What follows belongs to an exercise in optimizing a design on an open flow for a short achievable clock period and few clock cycles; a production flow would make more cautious choices.
Where RTL was checked, it was by simulation tests only, not by an equivalence proof against the original.
Power and IR drop assume default switching activity.

==> inputs of willow <==
==> flow/design.v <==
module minicomp_core (
    input  wire       clk,
    input  wire       rst,           
    output wire [7:0] mem_addr,
    input  wire [7:0] mem_rdata,
    output wire       mem_we,
    output wire [7:0] mem_wdata,
    output wire [7:0] io_port,       
    output wire       io_rd,         
    input  wire [7:0] io_rdata,
    input  wire       io_present,    
    output wire       io_wr,         
    output wire [7:0] io_wdata
);
    reg [7:0] x0, x1, x2, x3;
    reg [7:0] addr_q, s1, s2, ir, ipc, nb, ioaddr, wdata_q;
    reg       m_fetch, m_normal, m_memop, m_jimm;
    reg       we_q, rd_q, wr_q;
    reg [3:0] sb;                    
    reg [7:0] xa, xb;                
    reg e_add, e_shl, e_shr, e_not, e_and, e_or, e_xor, e_alu, e_aluw;
    reg e_clf, e_data, e_ind, e_ina, e_outa, e_jmp, e_jmpr, e_jxxx, e_mem, e_st, e_outd;
    reg mo_ld, mo_st;                
    reg       cy, f_al, f_eq, zen;
    reg [7:0] fres;
    wire [7:0] b = mem_rdata;
    wire [7:0] g0 = xa & xb;
    wire [7:0] t0 = xa | xb;
    reg  [8:0] gg, pp;
    reg  [8:0] gn, pn;
    integer k, d;
    always @(*) begin
        gg = {g0, cy};
        pp = {t0, 1'b0};
        for (d = 1; d < 9; d = d * 2) begin
            gn = gg;
            pn = pp;
            for (k = d; k < 9; k = k + 1) begin
                gn[k] = gg[k] | (pp[k] & gg[k - d]);
                pn[k] = pp[k] & pp[k - d];
            end
            gg = gn;
            pp = pn;
        end
    end
    wire [7:0] sum  = (xa ^ gg[7:0]) ^ xb;
    wire       sum8 = gg[8];
    wire [7:0] hg = xa & ~xb;
    wire [7:0] ht = xa | ~xb;
    reg  [7:0] cg, cp, cgn, cpn;
    always @(*) begin
        cg = hg;
        cp = ht;
        for (d = 1; d < 8; d = d * 2) begin
            cgn = cg;
            cpn = cp;
            for (k = d; k < 8; k = k + 1) begin
                cgn[k] = cg[k] | (cp[k] & cg[k - d]);
                cpn[k] = cp[k] & cp[k - d];
            end
            cg = cgn;
            cp = cpn;
        end
    end
    wire a_gt_b = cg[7];
    wire a_eq_b = &(ht & (~xa | xb));
    wire [7:0] c = ({8{e_add}} & sum)
                 | ({8{e_shl}} & {xa[6:0], cy})
                 | ({8{e_shr}} & {cy, xa[7:1]})
                 | ({8{e_not}} & ~xa)
                 | ({8{e_and}} & g0)
                 | ({8{e_or}}  & (xa | xb))
                 | ({8{e_xor}} & xa & ~xb) | ({8{e_xor}} & ~xa & xb);
    wire cout = (e_add & sum8) | (e_shl & xa[7]) | (e_shr & xa[0]);
    wire f_z   = zen & (fres == 8'd0);
    wire taken = |(ir[3:0] & {cy, f_al, f_eq, f_z});
    wire b_j  = b[7:4] == 4'd5;
    wire nb_j = nb[7:4] == 4'd5;
    wire e_seq  = e_alu | e_clf | e_ind | e_ina | e_outa;
    wire n_seq  = m_normal & (e_seq | (e_jxxx & ~taken));
    wire st_hit = mo_st & (addr_q == ipc);
    wire [7:0] s2p1 = s2 + 8'd1;
    wire [7:0] s2p2 = s2 + 8'd2;
    wire [7:0] i1 = ipc + 8'd1;
    wire [7:0] i2 = ipc + 8'd2;
    wire [7:0] i3 = ipc + 8'd3;
    wire [7:0] i4 = ipc + 8'd4;
    wire [7:0] bp1 = b + 8'd1;
    wire [7:0] bp2 = b + 8'd2;
    wire [7:0] xbp1 = xb + 8'd1;
    wire [7:0] xbp2 = xb + 8'd2;
    wire sel_seq = m_fetch | n_seq;
    reg  [7:0] ao, s1o, s2o;        
    always @(*) begin
        ao = ipc; s1o = i1; s2o = i2;                    
        if (m_normal & e_mem) begin
            ao = xa;
        end else if (m_normal & e_data) begin
            ao = s1; s1o = s2; s2o = s2p1;
        end else if ((m_normal & e_jmp) | m_jimm) begin
            ao = b; s1o = bp1; s2o = bp2;
        end else if (m_normal & e_jmpr) begin
            ao = xb; s1o = xbp1; s2o = xbp2;
        end else if (m_memop & ~st_hit) begin
            ao  = nb_j ? i2 : i1;
            s1o = nb_j ? i3 : i2;
            s2o = nb_j ? i4 : i3;
        end
    end
    wire [7:0] addr_n = sel_seq ? (b_j ? s2 : s1) : ao;
    wire [7:0] s1_n   = sel_seq ? (b_j ? s2p1 : s2) : s1o;
    wire [7:0] s2_n   = sel_seq ? (b_j ? s2p2 : s2p1) : s2o;
    wire       load_b  = m_fetch | n_seq;
    wire       load_nb = m_memop & ~st_hit;
    wire       load    = load_b | load_nb;
    wire [7:0] ir_nx   = m_memop ? nb : b;
    wire       w_oth = e_data | e_ina | e_ind | mo_ld;
    wire [7:0] od    = e_ind ? (io_present ? io_rdata : xb) : e_ina ? ioaddr : b;
    wire [7:0] xd    = e_aluw ? c : od;
    wire [3:0] xw    = sb & {4{e_aluw | w_oth}};
    wire [3:0] na = 4'b0001 << ir_nx[3:2];
    wire [3:0] nbs = 4'b0001 << ir_nx[1:0];
    wire [7:0] xsa = ({8{na[0]}} & x0) | ({8{na[1]}} & x1) | ({8{na[2]}} & x2) | ({8{na[3]}} & x3);
    wire [7:0] xsb = ({8{nbs[0]}} & x0) | ({8{nbs[1]}} & x1) | ({8{nbs[2]}} & x2) | ({8{nbs[3]}} & x3);
    wire       fwa = |(xw & na);
    wire       fwb = |(xw & nbs);
    always @(posedge clk) begin
        if (rst) begin
            x0 <= 8'd0; x1 <= 8'd0; x2 <= 8'd0; x3 <= 8'd0;
            addr_q <= 8'd0;
            s1 <= 8'd1;
            s2 <= 8'd2;
            ioaddr <= 8'd0;
            m_fetch <= 1'b1; m_normal <= 1'b0; m_memop <= 1'b0; m_jimm <= 1'b0;
            we_q <= 1'b0; rd_q <= 1'b0; wr_q <= 1'b0;
            e_add <= 1'b0; e_shl <= 1'b0; e_shr <= 1'b0; e_not <= 1'b0; e_and <= 1'b0;
            e_or <= 1'b0; e_xor <= 1'b0; e_alu <= 1'b0; e_aluw <= 1'b0;
            e_clf <= 1'b0; e_data <= 1'b0; e_ind <= 1'b0; e_ina <= 1'b0; e_outa <= 1'b0;
            e_jmp <= 1'b0; e_jmpr <= 1'b0; e_jxxx <= 1'b0; e_mem <= 1'b0; e_st <= 1'b0;
            e_outd <= 1'b0;
            mo_ld <= 1'b0; mo_st <= 1'b0;
            cy <= 1'b0; f_al <= 1'b0; f_eq <= 1'b0; zen <= 1'b0;
        end else begin
            if (xw[0]) x0 <= xd;
            if (xw[1]) x1 <= xd;
            if (xw[2]) x2 <= xd;
            if (xw[3]) x3 <= xd;
            if (e_alu) begin
                cy <= cout; f_al <= a_gt_b; f_eq <= a_eq_b; zen <= e_aluw;
            end
            if (e_clf) begin
                cy <= 1'b0; f_al <= 1'b0; f_eq <= 1'b0; zen <= 1'b0;
            end
            if (e_outa) ioaddr <= xb;
            e_alu  <= load & ir_nx[7];
            e_aluw <= load & ir_nx[7] & (ir_nx[6:4] != 3'd7);
            e_add  <= load & (ir_nx[7:4] == 4'd8);
            e_shl  <= load & (ir_nx[7:4] == 4'd9);
            e_shr  <= load & (ir_nx[7:4] == 4'd10);
            e_not  <= load & (ir_nx[7:4] == 4'd11);
            e_and  <= load & (ir_nx[7:4] == 4'd12);
            e_or   <= load & (ir_nx[7:4] == 4'd13);
            e_xor  <= load & (ir_nx[7:4] == 4'd14);
            e_mem  <= load & ((ir_nx[7:5] == 3'd0) | (ir_nx[7:2] == 6'b011110));
            e_st   <= load & (ir_nx[7:4] == 4'd1);
            e_outd <= load & (ir_nx[7:2] == 6'b011110);
            e_data <= load & (ir_nx[7:4] == 4'd2);
            e_jmpr <= load & (ir_nx[7:4] == 4'd3);
            e_jmp  <= load & (ir_nx[7:4] == 4'd4);
            e_jxxx <= load & (ir_nx[7:4] == 4'd5);
            e_clf  <= load & (ir_nx[7:4] == 4'd6);
            e_ind  <= load & (ir_nx[7:2] == 6'b011100);
            e_ina  <= load & (ir_nx[7:2] == 6'b011101);
            e_outa <= load & (ir_nx[7:2] == 6'b011111);
            rd_q   <= load & (ir_nx[7:2] == 6'b011100);
            we_q <= 1'b0;
            wr_q <= 1'b0;
            m_fetch  <= 1'b0;
            m_normal <= load;
            m_memop  <= 1'b0;
            m_jimm   <= 1'b0;
            addr_q <= addr_n;
            s1 <= s1_n;
            s2 <= s2_n;
            if (m_normal) begin
                if (n_seq) begin
                end else if (e_mem) begin
                    we_q <= e_st;
                    wr_q <= e_outd;
                    mo_ld <= ~e_st & ~e_outd;
                    mo_st <= e_st;
                    m_memop <= 1'b1;
                end else if (e_jxxx) begin           
                    m_jimm <= 1'b1;
                end else if (e_data) begin
                    m_fetch <= 1'b1;
                end else if (e_jmp) begin
                    m_fetch <= 1'b1;
                end else begin                       
                    m_fetch <= 1'b1;
                end
            end
            if (m_memop) begin
                mo_ld <= 1'b0;
                mo_st <= 1'b0;
                if (st_hit) m_fetch <= 1'b1;         
            end
            if (m_jimm) m_fetch <= 1'b1;
        end
    end
    always @(posedge clk) begin
        if (e_alu) fres <= c;
        if (load) begin
            ir <= ir_nx;
            sb <= nbs;
        end
        xa <= fwa ? xd : xsa;
        xb <= fwb ? xd : xsb;
        if (load_b) ipc <= s1;
        else if (load_nb) ipc <= i1;
        if (e_mem) begin
            nb <= b;
            wdata_q <= xb;
        end
    end
    assign mem_addr  = addr_q;
    assign mem_we    = we_q;
    assign mem_wdata = wdata_q;
    assign io_port   = ioaddr;
    assign io_rd     = rd_q;
    assign io_wr     = wr_q;
    assign io_wdata  = wdata_q;
endmodule
==> flow/run.sh <==
#!/bin/bash
# synth_recipe.tcl (not shown) runs the flow's synth.tcl, then flattens the netlist and writes it again
# the make line also repeats each setting of config.mk as NAME=value (left out here)
make -C /OpenROAD-flow-scripts/flow DESIGN_CONFIG=/design/flow/config.mk WORK_HOME=/design/flow/orfs CLKGATE_MAP_FILE= SYNTH_SCRIPT=/design/flow/synth_recipe.tcl finish
==> flow/config.mk <==
export PLATFORM = sky130hd
export DESIGN_NAME = minicomp_core
export DESIGN_NICKNAME = minicomp_core
export VERILOG_FILES = /design/flow/design.v
export SDC_FILE = /design/flow/constraint.sdc
export NUM_CORES = 4
export LEC_CHECK = 0
export ABC_CLOCK_PERIOD_IN_PS = 1000
export CAP_MARGIN = 20
export CORE_MARGIN = 2
export CORE_UTILIZATION = 40
export PLACE_DENSITY = 0.6
export SETUP_SLACK_MARGIN = 3.2
export SLEW_MARGIN = 20
==> flow/constraint.sdc <==
create_clock -name core_clock -period 5.0 [get_ports {clk}]
set_input_delay 1.0000 -clock core_clock [delete_from_list [all_inputs] [get_ports {clk}]]
set_output_delay 1.0000 -clock core_clock [all_outputs]
set_load 0.01 [all_outputs]
==> violet (differences from willow) <==
==> flow/design.v, changed modules only <==
module minicomp_core (
    input  wire       clk,
    input  wire       rst,           
    output wire [7:0] mem_addr,
    input  wire [7:0] mem_rdata,
    output wire       mem_we,
    output wire [7:0] mem_wdata,
    output wire [7:0] io_port,       
    output wire       io_rd,         
    input  wire [7:0] io_rdata,
    input  wire       io_present,    
    output wire       io_wr,         
    output wire [7:0] io_wdata
);
    reg [7:0] x0, x1, x2, x3;
    reg [7:0] addr_q, ir, ipc, nb, ioaddr, wdata_q;
    reg       m_fetch, m_normal, m_memop, m_jimm;
    reg       we_q, rd_q, wr_q;
    reg [3:0] sb;                    
    reg [7:0] xa, xb;                
    reg e_add, e_shl, e_shr, e_not, e_and, e_or, e_xor, e_alu, e_aluw;
    reg e_clf, e_data, e_ind, e_ina, e_outa, e_jmp, e_jmpr, e_jxxx, e_mem, e_st, e_outd;
    reg mo_ld, mo_st;                
    reg       cy, f_al, f_eq, zen;
    reg [7:0] fres;
    wire [7:0] b = mem_rdata;
    wire [7:0] g0 = xa & xb;
    wire [7:0] t0 = xa | xb;
    reg  [8:0] gg, pp;
    reg  [8:0] gn, pn;
    integer k, d;
    always @(*) begin
        gg = {g0, cy};
        pp = {t0, 1'b0};
        for (d = 1; d < 9; d = d * 2) begin
            gn = gg;
            pn = pp;
            for (k = d; k < 9; k = k + 1) begin
                gn[k] = gg[k] | (pp[k] & gg[k - d]);
                pn[k] = pp[k] & pp[k - d];
            end
            gg = gn;
            pp = pn;
        end
    end
    wire [7:0] sum  = (xa ^ gg[7:0]) ^ xb;
    wire       sum8 = gg[8];
    wire [7:0] hg = xa & ~xb;
    wire [7:0] ht = xa | ~xb;
    reg  [7:0] cg, cp, cgn, cpn;
    always @(*) begin
        cg = hg;
        cp = ht;
        for (d = 1; d < 8; d = d * 2) begin
            cgn = cg;
            cpn = cp;
            for (k = d; k < 8; k = k + 1) begin
                cgn[k] = cg[k] | (cp[k] & cg[k - d]);
                cpn[k] = cp[k] & cp[k - d];
            end
            cg = cgn;
            cp = cpn;
        end
    end
    wire a_gt_b = cg[7];
    wire a_eq_b = &(ht & (~xa | xb));
    wire [7:0] c = ({8{e_add}} & sum)
                 | ({8{e_shl}} & {xa[6:0], cy})
                 | ({8{e_shr}} & {cy, xa[7:1]})
                 | ({8{e_not}} & ~xa)
                 | ({8{e_and}} & g0)
                 | ({8{e_or}}  & (xa | xb))
                 | ({8{e_xor}} & xa & ~xb) | ({8{e_xor}} & ~xa & xb);
    wire cout = (e_add & sum8) | (e_shl & xa[7]) | (e_shr & xa[0]);
    wire f_z   = zen & (fres == 8'd0);
    wire taken = |(ir[3:0] & {cy, f_al, f_eq, f_z});
    wire [7:0] a1 = addr_q + 8'd1;
    wire [7:0] a2 = addr_q + 8'd2;
    wire [7:0] i1 = ipc + 8'd1;
    wire [7:0] i2 = ipc + 8'd2;
    wire b_j  = b[7:4] == 4'd5;
    wire nb_j = nb[7:4] == 4'd5;
    wire e_seq  = e_alu | e_clf | e_ind | e_ina | e_outa;
    wire n_seq  = m_normal & (e_seq | (e_jxxx & ~taken));
    wire st_hit = mo_st & (addr_q == ipc);
    wire       load_b  = m_fetch | n_seq;
    wire       load_nb = m_memop & ~st_hit;
    wire       load    = load_b | load_nb;
    wire [7:0] ir_nx   = m_memop ? nb : b;
    wire       w_oth = e_data | e_ina | e_ind | mo_ld;
    wire [7:0] od    = e_ind ? (io_present ? io_rdata : xb) : e_ina ? ioaddr : b;
    wire [7:0] xd    = e_aluw ? c : od;
    wire [3:0] xw    = sb & {4{e_aluw | w_oth}};
    wire [3:0] na = 4'b0001 << ir_nx[3:2];
    wire [3:0] nbs = 4'b0001 << ir_nx[1:0];
    wire [7:0] xsa = ({8{na[0]}} & x0) | ({8{na[1]}} & x1) | ({8{na[2]}} & x2) | ({8{na[3]}} & x3);
    wire [7:0] xsb = ({8{nbs[0]}} & x0) | ({8{nbs[1]}} & x1) | ({8{nbs[2]}} & x2) | ({8{nbs[3]}} & x3);
    wire       fwa = |(xw & na);
    wire       fwb = |(xw & nbs);
    always @(posedge clk) begin
        if (rst) begin
            x0 <= 8'd0; x1 <= 8'd0; x2 <= 8'd0; x3 <= 8'd0;
            addr_q <= 8'd0;
            ioaddr <= 8'd0;
            m_fetch <= 1'b1; m_normal <= 1'b0; m_memop <= 1'b0; m_jimm <= 1'b0;
            we_q <= 1'b0; rd_q <= 1'b0; wr_q <= 1'b0;
            e_add <= 1'b0; e_shl <= 1'b0; e_shr <= 1'b0; e_not <= 1'b0; e_and <= 1'b0;
            e_or <= 1'b0; e_xor <= 1'b0; e_alu <= 1'b0; e_aluw <= 1'b0;
            e_clf <= 1'b0; e_data <= 1'b0; e_ind <= 1'b0; e_ina <= 1'b0; e_outa <= 1'b0;
            e_jmp <= 1'b0; e_jmpr <= 1'b0; e_jxxx <= 1'b0; e_mem <= 1'b0; e_st <= 1'b0;
            e_outd <= 1'b0;
            mo_ld <= 1'b0; mo_st <= 1'b0;
            cy <= 1'b0; f_al <= 1'b0; f_eq <= 1'b0; zen <= 1'b0;
        end else begin
            if (xw[0]) x0 <= xd;
            if (xw[1]) x1 <= xd;
            if (xw[2]) x2 <= xd;
            if (xw[3]) x3 <= xd;
            if (e_alu) begin
                cy <= cout; f_al <= a_gt_b; f_eq <= a_eq_b; zen <= e_aluw;
            end
            if (e_clf) begin
                cy <= 1'b0; f_al <= 1'b0; f_eq <= 1'b0; zen <= 1'b0;
            end
            if (e_outa) ioaddr <= xb;
            e_alu  <= load & ir_nx[7];
            e_aluw <= load & ir_nx[7] & (ir_nx[6:4] != 3'd7);
            e_add  <= load & (ir_nx[7:4] == 4'd8);
            e_shl  <= load & (ir_nx[7:4] == 4'd9);
            e_shr  <= load & (ir_nx[7:4] == 4'd10);
            e_not  <= load & (ir_nx[7:4] == 4'd11);
            e_and  <= load & (ir_nx[7:4] == 4'd12);
            e_or   <= load & (ir_nx[7:4] == 4'd13);
            e_xor  <= load & (ir_nx[7:4] == 4'd14);
            e_mem  <= load & ((ir_nx[7:5] == 3'd0) | (ir_nx[7:2] == 6'b011110));
            e_st   <= load & (ir_nx[7:4] == 4'd1);
            e_outd <= load & (ir_nx[7:2] == 6'b011110);
            e_data <= load & (ir_nx[7:4] == 4'd2);
            e_jmpr <= load & (ir_nx[7:4] == 4'd3);
            e_jmp  <= load & (ir_nx[7:4] == 4'd4);
            e_jxxx <= load & (ir_nx[7:4] == 4'd5);
            e_clf  <= load & (ir_nx[7:4] == 4'd6);
            e_ind  <= load & (ir_nx[7:2] == 6'b011100);
            e_ina  <= load & (ir_nx[7:2] == 6'b011101);
            e_outa <= load & (ir_nx[7:2] == 6'b011111);
            rd_q   <= load & (ir_nx[7:2] == 6'b011100);
            we_q <= 1'b0;
            wr_q <= 1'b0;
            m_fetch  <= 1'b0;
            m_normal <= load;
            m_memop  <= 1'b0;
            m_jimm   <= 1'b0;
            if (m_fetch) begin
                addr_q <= b_j ? a2 : a1;
            end
            if (m_normal) begin
                if (n_seq) begin
                    addr_q <= b_j ? a2 : a1;
                end else if (e_mem) begin
                    addr_q <= xa;
                    we_q <= e_st;
                    wr_q <= e_outd;
                    mo_ld <= ~e_st & ~e_outd;
                    mo_st <= e_st;
                    m_memop <= 1'b1;
                end else if (e_jxxx) begin           
                    addr_q <= ipc;
                    m_jimm <= 1'b1;
                end else if (e_data) begin
                    addr_q <= a1;
                    m_fetch <= 1'b1;
                end else if (e_jmp) begin
                    addr_q <= b;
                    m_fetch <= 1'b1;
                end else begin                       
                    addr_q <= xb;
                    m_fetch <= 1'b1;
                end
            end
            if (m_memop) begin
                mo_ld <= 1'b0;
                mo_st <= 1'b0;
                if (st_hit) begin                    
                    addr_q <= ipc;
                    m_fetch <= 1'b1;
                end else begin
                    addr_q <= nb_j ? i2 : i1;
                end
            end
            if (m_jimm) begin
                addr_q <= b;
                m_fetch <= 1'b1;
            end
        end
    end
    always @(posedge clk) begin
        if (e_alu) fres <= c;
        if (load) begin
            ir <= ir_nx;
            sb <= nbs;
        end
        xa <= fwa ? xd : xsa;
        xb <= fwb ? xd : xsb;
        if (load_b) ipc <= a1;
        else if (load_nb) ipc <= i1;
        if (e_mem) begin
            nb <= b;
            wdata_q <= xb;
        end
    end
    assign mem_addr  = addr_q;
    assign mem_we    = we_q;
    assign mem_wdata = wdata_q;
    assign io_port   = ioaddr;
    assign io_rd     = rd_q;
    assign io_wr     = wr_q;
    assign io_wdata  = wdata_q;
endmodule
- CORE_UTILIZATION: 40 -> 30
- PLACE_DENSITY: 0.6 -> 0.5
- SETUP_SLACK_MARGIN: 3.2 -> 3.5
==> lagoon (differences from willow) <==
==> flow/design.v, changed modules only <==
module minicomp_core (
    input  wire       clk,
    input  wire       rst,           
    output wire [7:0] mem_addr,
    input  wire [7:0] mem_rdata,
    output wire       mem_we,
    output wire [7:0] mem_wdata,
    output wire [7:0] io_port,       
    output wire       io_rd,         
    input  wire [7:0] io_rdata,
    input  wire       io_present,    
    output wire       io_wr,         
    output wire [7:0] io_wdata
);
    reg [7:0] x0, x1, x2, x3;
    reg [7:0] addr_q, ir, ipc, nb, ioaddr, wdata_q;
    reg       m_fetch, m_normal, m_memop, m_jimm;
    reg       we_q, rd_q, wr_q;
    reg [3:0] sb;                    
    reg [7:0] xa, xb;                
    reg e_add, e_shl, e_shr, e_not, e_and, e_or, e_xor, e_alu, e_aluw;
    reg e_clf, e_data, e_ind, e_ina, e_outa, e_jmp, e_jmpr, e_jxxx, e_mem, e_st, e_outd;
    reg mo_ld, mo_st;                
    reg       cy, f_al, f_eq, zen;
    reg [7:0] fres;
    wire [7:0] b = mem_rdata;
    wire [7:0] g0 = xa & xb;
    wire [7:0] p0 = xa ^ xb;
    reg  [8:0] gg, pp;
    reg  [8:0] gn, pn;
    integer k, d;
    always @(*) begin
        gg = {g0, cy};
        pp = {p0, 1'b0};
        for (d = 1; d < 9; d = d * 2) begin
            gn = gg;
            pn = pp;
            for (k = d; k < 9; k = k + 1) begin
                gn[k] = gg[k] | (pp[k] & gg[k - d]);
                pn[k] = pp[k] & pp[k - d];
            end
            gg = gn;
            pp = pn;
        end
    end
    wire [7:0] sum  = p0 ^ gg[7:0];
    wire       sum8 = gg[8];
    wire [7:0] c = ({8{e_add}} & sum)
                 | ({8{e_shl}} & {xa[6:0], cy})
                 | ({8{e_shr}} & {cy, xa[7:1]})
                 | ({8{e_not}} & ~xa)
                 | ({8{e_and}} & g0)
                 | ({8{e_or}}  & (xa | xb))
                 | ({8{e_xor}} & p0);
    wire cout = (e_add & sum8) | (e_shl & xa[7]) | (e_shr & xa[0]);
    wire f_z   = zen & (fres == 8'd0);
    wire taken = |(ir[3:0] & {cy, f_al, f_eq, f_z});
    wire [7:0] a1 = addr_q + 8'd1;
    wire [7:0] a2 = addr_q + 8'd2;
    wire [7:0] i1 = ipc + 8'd1;
    wire [7:0] i2 = ipc + 8'd2;
    wire b_j  = b[7:4] == 4'd5;
    wire nb_j = nb[7:4] == 4'd5;
    wire e_seq  = e_alu | e_clf | e_ind | e_ina | e_outa;
    wire n_seq  = m_normal & (e_seq | (e_jxxx & ~taken));
    wire st_hit = mo_st & (addr_q == ipc);
    wire       load_b  = m_fetch | n_seq;
    wire       load_nb = m_memop & ~st_hit;
    wire       load    = load_b | load_nb;
    wire [7:0] ir_nx   = m_memop ? nb : b;
    wire       w_oth = (m_normal & (e_data | e_ina | (e_ind & io_present))) | (m_memop & mo_ld);
    wire [7:0] od    = e_ind ? io_rdata : e_ina ? ioaddr : b;
    wire [7:0] xd    = e_aluw ? c : od;
    wire [3:0] xw    = sb & {4{e_aluw | w_oth}};
    wire [3:0] na = 4'b0001 << ir_nx[3:2];
    wire [3:0] nbs = 4'b0001 << ir_nx[1:0];
    wire [7:0] xsa = ({8{na[0]}} & x0) | ({8{na[1]}} & x1) | ({8{na[2]}} & x2) | ({8{na[3]}} & x3);
    wire [7:0] xsb = ({8{nbs[0]}} & x0) | ({8{nbs[1]}} & x1) | ({8{nbs[2]}} & x2) | ({8{nbs[3]}} & x3);
    wire       fwa = |(xw & na);
    wire       fwb = |(xw & nbs);
    always @(posedge clk) begin
        if (rst) begin
            x0 <= 8'd0; x1 <= 8'd0; x2 <= 8'd0; x3 <= 8'd0;
            addr_q <= 8'd0;
            ir <= 8'd0;
            ipc <= 8'd0;
            nb <= 8'd0;
            ioaddr <= 8'd0;
            wdata_q <= 8'd0;
            m_fetch <= 1'b1; m_normal <= 1'b0; m_memop <= 1'b0; m_jimm <= 1'b0;
            we_q <= 1'b0; rd_q <= 1'b0; wr_q <= 1'b0;
            sb <= 4'd0; xa <= 8'd0; xb <= 8'd0;
            e_add <= 1'b0; e_shl <= 1'b0; e_shr <= 1'b0; e_not <= 1'b0; e_and <= 1'b0;
            e_or <= 1'b0; e_xor <= 1'b0; e_alu <= 1'b0; e_aluw <= 1'b0;
            e_clf <= 1'b0; e_data <= 1'b0; e_ind <= 1'b0; e_ina <= 1'b0; e_outa <= 1'b0;
            e_jmp <= 1'b0; e_jmpr <= 1'b0; e_jxxx <= 1'b0; e_mem <= 1'b0; e_st <= 1'b0;
            e_outd <= 1'b0;
            mo_ld <= 1'b0; mo_st <= 1'b0;
            cy <= 1'b0; f_al <= 1'b0; f_eq <= 1'b0; zen <= 1'b0; fres <= 8'd0;
        end else begin
            if (xw[0]) x0 <= xd;
            if (xw[1]) x1 <= xd;
            if (xw[2]) x2 <= xd;
            if (xw[3]) x3 <= xd;
            if (e_alu) begin
                cy <= cout; f_al <= xa > xb; f_eq <= xa == xb; fres <= c; zen <= e_aluw;
            end
            if (e_clf) begin
                cy <= 1'b0; f_al <= 1'b0; f_eq <= 1'b0; zen <= 1'b0;
            end
            if (e_outa) ioaddr <= xb;
            if (load) begin
                ir <= ir_nx;
                sb <= nbs;
            end
            xa <= fwa ? xd : xsa;
            xb <= fwb ? xd : xsb;
            if (load_b) ipc <= a1;
            else if (load_nb) ipc <= i1;
            e_alu  <= load & ir_nx[7];
            e_aluw <= load & ir_nx[7] & (ir_nx[6:4] != 3'd7);
            e_add  <= load & (ir_nx[7:4] == 4'd8);
            e_shl  <= load & (ir_nx[7:4] == 4'd9);
            e_shr  <= load & (ir_nx[7:4] == 4'd10);
            e_not  <= load & (ir_nx[7:4] == 4'd11);
            e_and  <= load & (ir_nx[7:4] == 4'd12);
            e_or   <= load & (ir_nx[7:4] == 4'd13);
            e_xor  <= load & (ir_nx[7:4] == 4'd14);
            e_mem  <= load & ((ir_nx[7:5] == 3'd0) | (ir_nx[7:2] == 6'b011110));
            e_st   <= load & (ir_nx[7:4] == 4'd1);
            e_outd <= load & (ir_nx[7:2] == 6'b011110);
            e_data <= load & (ir_nx[7:4] == 4'd2);
            e_jmpr <= load & (ir_nx[7:4] == 4'd3);
            e_jmp  <= load & (ir_nx[7:4] == 4'd4);
            e_jxxx <= load & (ir_nx[7:4] == 4'd5);
            e_clf  <= load & (ir_nx[7:4] == 4'd6);
            e_ind  <= load & (ir_nx[7:2] == 6'b011100);
            e_ina  <= load & (ir_nx[7:2] == 6'b011101);
            e_outa <= load & (ir_nx[7:2] == 6'b011111);
            rd_q   <= load & (ir_nx[7:2] == 6'b011100);
            we_q <= 1'b0;
            wr_q <= 1'b0;
            m_fetch  <= 1'b0;
            m_normal <= load;
            m_memop  <= 1'b0;
            m_jimm   <= 1'b0;
            if (m_fetch) begin
                addr_q <= b_j ? a2 : a1;
            end
            if (m_normal) begin
                if (n_seq) begin
                    addr_q <= b_j ? a2 : a1;
                end else if (e_mem) begin
                    nb <= b;
                    wdata_q <= xb;
                    addr_q <= xa;
                    we_q <= e_st;
                    wr_q <= e_outd;
                    mo_ld <= ~e_st & ~e_outd;
                    mo_st <= e_st;
                    m_memop <= 1'b1;
                end else if (e_jxxx) begin           
                    addr_q <= ipc;
                    m_jimm <= 1'b1;
                end else if (e_data) begin
                    addr_q <= a1;
                    m_fetch <= 1'b1;
                end else if (e_jmp) begin
                    addr_q <= b;
                    m_fetch <= 1'b1;
                end else begin                       
                    addr_q <= xb;
                    m_fetch <= 1'b1;
                end
            end
            if (m_memop) begin
                mo_ld <= 1'b0;
                mo_st <= 1'b0;
                if (st_hit) begin                    
                    addr_q <= ipc;
                    m_fetch <= 1'b1;
                end else begin
                    addr_q <= nb_j ? i2 : i1;
                end
            end
            if (m_jimm) begin
                addr_q <= b;
                m_fetch <= 1'b1;
            end
        end
    end
    assign mem_addr  = addr_q;
    assign mem_we    = we_q;
    assign mem_wdata = wdata_q;
    assign io_port   = ioaddr;
    assign io_rd     = rd_q;
    assign io_wr     = wr_q;
    assign io_wdata  = wdata_q;
endmodule
- SETUP_SLACK_MARGIN: 3.2 -> 3.5
==> impl_results.md <==
* Synth Area per Inst at between 8 and 9 µm²
* Met3 wire length at 1950 µm
* First-pass GRT wire length at around 48,000 µm
* Crit path depth at 6
* Fraction of area in multi-input gates at 48.0%
* DR iter-0 viols at around 580
* Mapped Cells at 971
* Status: complete, no violations
* DR vias/cell at 5.41
* Switching Share at 32.4%
* DP HPWL at 20,400 µm
* Clk cell area share at 4.92%
[end of results for violet]
==> impl_results.md <==
* Synth Area per Inst at approximately 8.1 µm²
* Status: complete, no violations
* Fraction of area in multi-input gates at ~52%
* Clk cell area share at 4.24%
* DR vias/cell at 6.16
* Mapped Cells at 1,238
* Switching Share at 37.7%
* DP HPWL at 24,600 µm
[end of results for willow]
==> impl_results.md <==
* First-pass GRT wire length at 43,800 µm
* Clk cell area share at just over 5%
* DR iter-0 viols at ~850
* Met3 wire length at 2310 µm
* Mapped Nets at 1,029
* Fraction of area in multi-input gates at 49.7%
* Crit path depth at 9
* Status: complete, no violations
* Switching Share at a little under a third
* Synth Area per Inst at 8.06 µm²
* Clock group at 0.00130 W
[end of results for lagoon]
Testbench counts of violet, summed over its fixed seeds: cycles 99,460.
Testbench counts of lagoon, summed over its fixed seeds: cycles 99,460.
For willow, only the layout was checked, not whether the RTL still works.

port drivers added, routing unchanged:
How much do the figures lean on ideal ports? The routed layouts below were timed once more, with nothing changed but the port constraints. Step 1 sets driving cells, clkbuf_16 on the clock port and buf_2 on the other inputs (assumed; they add their load-dependent delay and slew). Step 2 also shifts input and output timing later by t, the mid clock arrival at the registers, as if the neighbouring blocks saw the same clock. Slacks: ideal / step 1 / step 2; pairs: ideal / step 1.
| run | t (ns) | slack for setup (ns) | worst setup path after step 2 |
|---|---|---|---|
| willow | 0.491 | 2.582 / 2.582 / 2.215 | input to register |
| violet | 0.468 | 2.830 / 2.830 / 2.446 | input to register |
| lagoon | 0.474 | 2.732 / 2.732 / 2.344 | input to register |
After both steps every run listed still meets setup and hold. For lagoon, which loses most, drivers alone change the setup slack by 0.000 ns; drivers and shift together by -0.388 ns.
